This is an optimization exercise on Yosys and OpenROAD, whose aim is small area, a short achievable clock period and few clock cycles per item, not a production implementation. Function was not checked in any run shown here: the RTL went through the layout flow alone. Power is estimated from default activity; no workload was simulated.

## flow/design.v (module list and top-level ports; edited modules follow where they fit)
// module mag_preamble: 1994 lines
module mag_preamble (
    input  wire        clk,
    input  wire        rst,           
    input  wire        in_valid,
    output wire        in_ready,
    input  wire [7:0]  in_i,
    input  wire [7:0]  in_q,
    output wire        out_valid,
    input  wire        out_ready,
    output wire [15:0] out_mag,
    output wire [3:0]  out_verdict
);
  // ...
==> flow/flow/run.sh <==
#!/bin/bash
bash standard.sh SETUP_SLACK_MARGIN=8.6 CTS_CLUSTER_SIZE=24 CTS_CLUSTER_DIAMETER=100 finish > standard.log 2>&1
==> flow/standard.sh <==
#!/bin/bash
# synth_recipe.tcl (not shown) runs the flow's synth.tcl, then flattens the netlist and writes it again
# the make line also repeats each setting of config.mk as NAME=value (left out here)
make -C /OpenROAD-flow-scripts/flow DESIGN_CONFIG=/design/flow/config.mk WORK_HOME=/design/flow/orfs CLKGATE_MAP_FILE= SYNTH_SCRIPT=/design/flow/synth_recipe.tcl "${@:-finish}"
==> flow/config.mk <==
export PLATFORM = sky130hd
export DESIGN_NAME = mag_preamble
export DESIGN_NICKNAME = mag_preamble
export VERILOG_FILES = /design/flow/design.v
export SDC_FILE = /design/flow/constraint.sdc
export NUM_CORES = 4
export LEC_CHECK = 0
export CAP_MARGIN = 20
export CORE_MARGIN = 2
export CORE_UTILIZATION = 40
export SLEW_MARGIN = 20
==> flow/constraint.sdc <==
create_clock -name core_clock -period 12.0 [get_ports {clk}]
set_input_delay 2.4000 -clock core_clock [delete_from_list [all_inputs] [get_ports {clk}]]
set_output_delay 2.4000 -clock core_clock [all_outputs]
set_load 0.01 [all_outputs]
==> run summary, run 1 <==
The number of remaining DRC errors came out at 0. The worst register-to-register path begins at m_mag[3]. The number of synthesized register bits is 782. The global routing usage summed across all routing layers came out at 14.5%. The number of synthesis warnings is 1.

The kind of critical path is flip-flop to flip-flop. After layout, the buffer instance count without clock buffers stands at 147. The area occupied by multi-input gates is 19200 um^2. The leading area contributor after synthesis is sky130_fd_sc_hd__edfxtp_1.

In this run the critical register-to-register path is captured at m3[16]. Setup repair after global routing could not meet its margin everywhere. The share of the clock period used by the worst path after layout is 34.9%. The run finished with no timing, DRC or antenna violations. The switching fraction of total power is 36.8%. The post-synthesis adder-cell area fraction is 21.0%. The share of final layout cell area taken by non-clock buffers is 2.60%.

Grouping stages by cell kind, the critical path spends the most delay in adder cells. The initial antenna violation count is 0. After detailed routing, the total wire length is 76700 um. The combinational cell fraction of total power came out at 51.4%.

Among all cell classes, the greatest summed area belongs to flip-flops and latches. The register share of total power came out at 36.9%. The number of max-cap violations came out at 0. The logic depth of the worst register-to-register path is 17. Dividing the detail-routed wire length by the instance count gives 15.0 um. The final core area utilization is 44.5%.

The internal power of the cells came out at 8.56 mW. The port buffer count came out at 41. The worst setup path is launched from a flip-flop. The routed design uses 36800 um of met2 wire.

The number of tap instances is 1380. The placeable core region is 103000 um^2. The met1 layer usage reported by global route came out at 19.9%. The power drawn by the sequential cells is 5.00 mW. Entering global routing, the biggest net connects 181 pins. The fraction of standard cell area in multi-input logic is 41.9%. The number of routed nets with antenna violations is 0. The wire length of the first global-routing pass is 126000 um. The uppermost metal layer occupied by signal nets is met4.

The tightest hold path in the finished design has a slack of 0.416 ns. The buffer count from post-CTS setup fixing is 42. The data arrival time of the critical path is 4.75 ns.
==> inputs of run 2 (changes only) <==
--- a/flow/design.v
+++ b/flow/design.v
@@ -1954,41 +1954,41 @@
             p4h <= {p4h[3:1], p4n};
             p   <= {p5n, p4n, p3n, p2n, g1};
             e1 <= e0; e2 <= e1; e3 <= e2; e4 <= e3; e5 <= e4;
         end
     end
     reg [15:0] o_mag;
     reg [3:0]  o_ver;
     reg        o_v;
-    reg [3:0]  k_ver;         
+    reg [3:0]  v1, v2;        
     reg        k_v;
     wire       o_free = ~o_v | out_ready;
     wire       k_v_nx = k_v ? ~o_free : (arrive & ~o_free);
     always @(posedge clk) begin
         if (rst) begin
             o_v   <= 1'b0;
             k_v   <= 1'b0;
             rdy   <= 1'b1;
             run_n <= 1'b0;
         end else begin
             k_v   <= k_v_nx;
             rdy   <= ~k_v_nx;
             run_n <= k_v_nx;
             if (o_free)
                 o_v <= k_v | arrive;
         end
+        if (arrive) begin
+            v1 <= verdict;
+            v2 <= v1;
+        end
         if (o_free) begin
-            if (k_v) begin
-                o_mag <= h1;
-                o_ver <= k_ver;
-            end else begin
-                o_mag <= x;
-                o_ver <= verdict;
-            end
+            o_mag <= k_v ? h1 : x;
+            o_ver <= k_v ? v1 : verdict;
+        end else begin
+            o_mag <= k_v ? h2 : h1;
+            o_ver <= k_v ? v2 : v1;
         end
-        if (!k_v)
-            k_ver <= verdict;
     end
     assign out_valid   = o_v;
     assign out_mag     = o_mag;
     assign out_verdict = o_ver;
 endmodule
==> run 2 against run 1 <==
Net effect: global-route usage increased by 0.62 points; first-iteration DRC count increased by 1.3%; synthesized cell count increased by 2.2%; critical endpoint unchanged; largest power group unchanged; combinational power decreased by 2%; sequential power about the same.
==> run summary, run 2 <==
The total wire length came out at 79900 um (was 76700 um). The average routed wire per standard cell came to 15.4 um (was 15.0 um). The share of the clock period used by the worst path after layout was 37.1% (was 34.9%). The internal power of the cells is 8.50 mW (was 8.56 mW).

The most instantiated flip-flop cell in the synthesis netlist is sky130_fd_sc_hd__edfxtp_1 (unchanged). The die footprint came out at 107000 um^2 (was 106000 um^2). The number of instances in the synthesized netlist came to 3711 (was 3630).

The data arrival time of the critical path is 5.03 ns (was 4.75 ns). The number of global-route vias before repair was 25.4k (was 24.5k). The number of buffers between clock root and the deepest sink came out at 3 (unchanged). The capture instance of the worst register-to-register path is m3[16] (unchanged). The number of nets produced by synthesis is 4323 (was 4242).

The summed instance area of the synthesized netlist came out at 41800 um^2 (was 41400 um^2). The total number of clock tree sinks came out at 786 (was 782). The final antenna diode count is 0 (unchanged). The most frequent standard cell in the layout excluding fill and tap cells is sky130_fd_sc_hd__nand2_1 (was sky130_fd_sc_hd__edfxtp_1). The maximum clock frequency came out at 0.224 GHz (was 0.239 GHz).

The share of Yosys cell area claimed by the top area cell type was 36.5% (was 37.7%). The number of endpoints failing setup at the final stage was 0 (unchanged). The global placer's final weighted congestion is 0.809 (was 0.803). The fill cell instance count of the final layout came out at 9642 (was 9656). The leakage power summed over all cells is 19.0 nW (about the same). The slowest cell on the critical path was sky130_fd_sc_hd__fa_1 (unchanged). The layout cell share with drive strength beyond 1 came to 7.79% (was 8.18%). The global routing usage summed across all routing layers was 15.1% (was 14.5%). The number of remaining DRC errors is 0 (unchanged). The logic depth of the worst register-to-register path came out at 17 (unchanged). The worst hold path startpoint was s5_x[4] (was s2_x[6]).

Biggest regs: c_x (26), s1_x (22) (unchanged). The post-route clock skew is 0.0424 ns (was 0.0190 ns). The root cell of the clock tree is sky130_fd_sc_hd__clkbuf_16 (unchanged). The initial antenna violation count is 0 (unchanged). The sequential share of the synthesized area is 49.8% (was 50.4%). The worst relative slew slack is 38.5% (was 33.0%). The final core area utilization is 44.5% (about the same). The combinational cell fraction of total power came out at 51.0% (was 51.4%). The source of the worst register-to-register timing path is m_mag[3] (unchanged). The peak fanout along the critical path came out at 2 (unchanged). The number of DRC violations after detailed-routing iteration 0 was 1480 (was 1461).

The total power is 13.4 mW (was 13.5 mW). The relative contribution of the clock network to total power came out at 11.6% (was 11.8%). Ranking of synthesized cells by area: sky130_fd_sc_hd__edfxtp_1, sky130_fd_sc_hd__dfxtp_1, sky130_fd_sc_hd__ha_1 (unchanged). The detailed-placement wirelength estimate came to 54100 um (was 53400 um).

The clock latency at the later pin of the worst-skew pair was 0.64 ns (was 0.63 ns). The endpoint kind of the worst setup timing path is a flip-flop (unchanged). The placement-stage cell area was 43700 um^2 (was 43300 um^2). The number of nets in the final layout came to 4392 (was 4322). Top cell types by occurrence after synthesis: sky130_fd_sc_hd__nand2_1, sky130_fd_sc_hd__edfxtp_1, sky130_fd_sc_hd__inv_1 (was sky130_fd_sc_hd__edfxtp_1, sky130_fd_sc_hd__nand2_1, sky130_fd_sc_hd__inv_1). The final worst-path setup slack is 7.55 ns (was 7.81 ns). The total I/O pin count came out at 42 (unchanged). The cell repeated most along the worst path is sky130_fd_sc_hd__fa_1 (unchanged). The number of routed nets with antenna violations is 0 (unchanged).

The total power divided by cell area is 291 nW/um^2 (was 296 nW/um^2). The endpoint of the worst hold-timing path is s6_x[4] (was s3_x[6]). The placeable core region came to 104000 um^2 (was 103000 um^2).

The most frequent cell after synthesis is sky130_fd_sc_hd__nand2_1 (was sky130_fd_sc_hd__edfxtp_1). The leading area contributor after synthesis is sky130_fd_sc_hd__edfxtp_1 (unchanged). The final-report max-slew violation count came to 0 (unchanged). The setup TNS came out at 0 ns (unchanged).

The peak per-stage delay on the critical path came out at 0.54 ns (was 0.56 ns). Status: no timing/DRC/antenna violations (unchanged). The minimum period implied by the final worst setup slack is 4.45 ns (was 4.19 ns). The clock-pin slew on the worst setup and hold paths came out at 0.10 ns (about the same). The horizontal die dimension came out at 327 um (was 326 um). Cells along the critical path: ha_1, inv_1, fa_1, fa_1, inv_1, ha_1, nor2b_4, o31a_1, o211a_1, o31a_1, o221a_4, a31oi_4, a21oi_2, or2_4, fa_1, nand2_1, a21oi_1 (was ha_1, inv_1, fa_1, fa_1, inv_2, ha_4, nor2b_4, o31a_1, o211a_4, o31ai_4, a211oi_2, o21ai_2, nand2b_1, a21o_1, fa_1, nand2_1, a21oi_1).

The number of distinct standard cells referenced by the synthesized netlist is 66 (was 67). The number of synthesized flops with an enable pin is 508 (was 520). The average footprint of a synthesized cell came out at 11.3 um^2 (was 11.4 um^2). The TritonCTS buffer count was 40 (was 41). The clock tree from TritonCTS is yes (unchanged). The kind of start point of the critical path is a flip-flop (unchanged). The async set or reset register ratio after synthesis was 0% (unchanged). The wire length of the first global-routing pass is 132000 um (was 126000 um). The total number of vias came out at 25.6k (was 25.0k). The top register by number of flip-flops is c_x (unchanged).

The port buffer count is 41 (unchanged). The kind of critical path was flip-flop to flip-flop (unchanged). The number of cells in the design after placement is 5031 (was 4956). The number of cell rows is 118 (unchanged). The number of buffers inserted by hold repair at cts is 0 (unchanged). The flip-flop count of the largest register after layout was 26 (unchanged). Setup repair after global routing missed its margin: true (unchanged).

The actual slew at the worst max-slew pin is 0.923 ns (was 0.996 ns). The worst-case vdd ir drop is 0.383 mV (was 0.281 mV). The layout overhead on the synthesized area was 10.4% (was 10.7%).

The leftover overflow at the end of global routing was 0 (unchanged). The starting density of the core is 40.3% (was 40.2%). The number of synthesized register bits was 786 (was 782). The length of the first detailed-routing pass in iterations came out at 7 (was 5). The final cell area excluding filler cells came out at 46100 um^2 (was 45800 um^2).

The kind of path behind the tightest hold check is flip-flop to flip-flop (unchanged). The number of synthesis warnings is 1 (unchanged). The worst hold path stage count is 0 (unchanged). The worst slack at placement is 7.11 ns (was 7.13 ns). The detail-routed via count per cell came out at 4.93 (was 4.89). The switching fraction of total power came to 36.5% (was 36.8%).

The data required time at the worst endpoint is 12.57 ns (was 12.56 ns). The count of non-filler cells in the finished layout came out at 5181 (was 5110). The register share of total power came out at 37.4% (was 36.9%). The vertical extent of the die came out at 327 um (was 326 um). The count of H-tree levels built during CTS is 2 (unchanged). The internal reg-to-reg setup slack came to 7.55 ns (was 7.81 ns). Commonest cells after routing, fill and taps aside: sky130_fd_sc_hd__nand2_1, sky130_fd_sc_hd__edfxtp_1, sky130_fd_sc_hd__inv_1 (was sky130_fd_sc_hd__edfxtp_1, sky130_fd_sc_hd__nand2_1, sky130_fd_sc_hd__inv_1).

The final-report hold violation count is 0 (unchanged). The post-route worst hold slack came out at 0.417 ns (was 0.416 ns). The number of max-cap violations came to 0 (unchanged). The maximum number of pins on one net before global-route repair came out at 153 (was 181). The total net switching power is 4.90 mW (was 4.99 mW).
==> run 2: layout make-up <==
cell class | instances | area, um^2 | share of cell area [%]
Clock buffer | 56 | 1110 | 2.41
Clock inverter | 7 | 78.8 | 0.171
Multi-Input combinational cell | 2388 | 19400 | 42.1
Sequential cell | 786 | 20900 | 45.3
Tap cell | 1380 | 1730 | 3.74
Timing Repair Buffer | 139 | 1330 | 2.87
Inverter | 425 | 1600 | 3.47
==> run 2: worst max-delay path: cells and delay by family, from the launching register on <==
family,cells,cell delay (ns)
simple gates,3,0.40
flops,1,0.41
compound gates,7,1.47
fa+ha+maj,5,2.03
buf+inv,2,0.09
==> run 2: per-layer routing <==
metal | vias to the layer above | wire length (um) | GRT usage (%)
met5 | - | 0 | 0
met4 | 0 | 2180 | 4.64
met3 | 105 | 2260 | 1.79
met2 | 299 | 38800 | 26.3
met1 | 12376 | 36700 | 19.7
li1 | 12771 | - | -
==> run 2: logic make-up after synthesis <==
| logic type | synth area share (%) |
|---|---|
| muxes | 0.530 |
| and+or+nand+nor | 9.47 |
| buffers and inverters | 4.86 |
| AOI/OAI and AO/OA | 8.99 |
| xor gates and xnor gates | 5.49 |
| DFF | 49.8 |
| adders and majority gates | 20.8 |
==> run 2: power by group through the flow <==
stage | combinational, mW | sequential, mW | clock (mW)
after floorplan | 5.11 | 4.84 | 0
after global placement | 6.07 | 5.13 | 0
after detailed placement | 6.27 | 5.16 | 0
after CTS | 6.65 | 5.05 | 1.61
after global routing | 7.96 | 5.14 | 1.70
final | 6.84 | 5.01 | 1.55
==> run 2: how the worst max path moves through the flow <==
| stage | start | to | slack, ns | depth (start not counted) |
|---|---|---|---|---|
| after floorplan | run_n | h1[4] | 2.83 | 7 |
| after global placement | m_mag[3] | m3[16] | 7.20 | 17 |
| after detailed placement | m_mag[3] | m3[16] | 7.11 | 17 |
| after CTS | m_mag[3] | m3[16] | 7.54 | 17 |
| after global routing | m_mag[3] | m3[16] | 7.34 | 17 |
| final | m_mag[3] | m3[16] | 7.55 | 17 |
==> run 2: what timing repair did <==
| action | 4_1_cts | 5_1_grt |
|---|---|---|
| setup buffers | 48 | 33 |
| setup endpoints to repair | 568 | 376 |
| pin swaps | 25 | 51 |
| gates cloned | 5 | 1 |
| resized for setup | 181 | 74 |

[afterwards: timing with drivers on the ports]
Ports are ideal in the flow. The routed layouts listed here were re-timed in OpenROAD. Step 1: set_driving_cell puts a clkbuf_16 on clk and a buf_2 on each other input, an assumption about the parent block. Step 2 also shifts input and output timing later by t, the mid clock arrival at the registers, as if the neighbouring blocks saw the same clock. Three values: no drivers, after step 1, after step 2; two values: the first two.
run | t (ns) | slack for setup (ns) | hold slack, ns | clock arrival spread, ns | worst register clock-pin slew, ns
run 1 | 0.679 | 7.811 / 7.811 / 7.811 | 0.416 / 0.416 / 0.416 | 0.020 / 0.020 | 0.10 / 0.10
run 2 | 0.681 | 7.546 / 7.546 / 7.546 | 0.417 / 0.417 / 0.417 | 0.045 / 0.045 | 0.10 / 0.10
After both steps setup and hold are still met in every run listed.
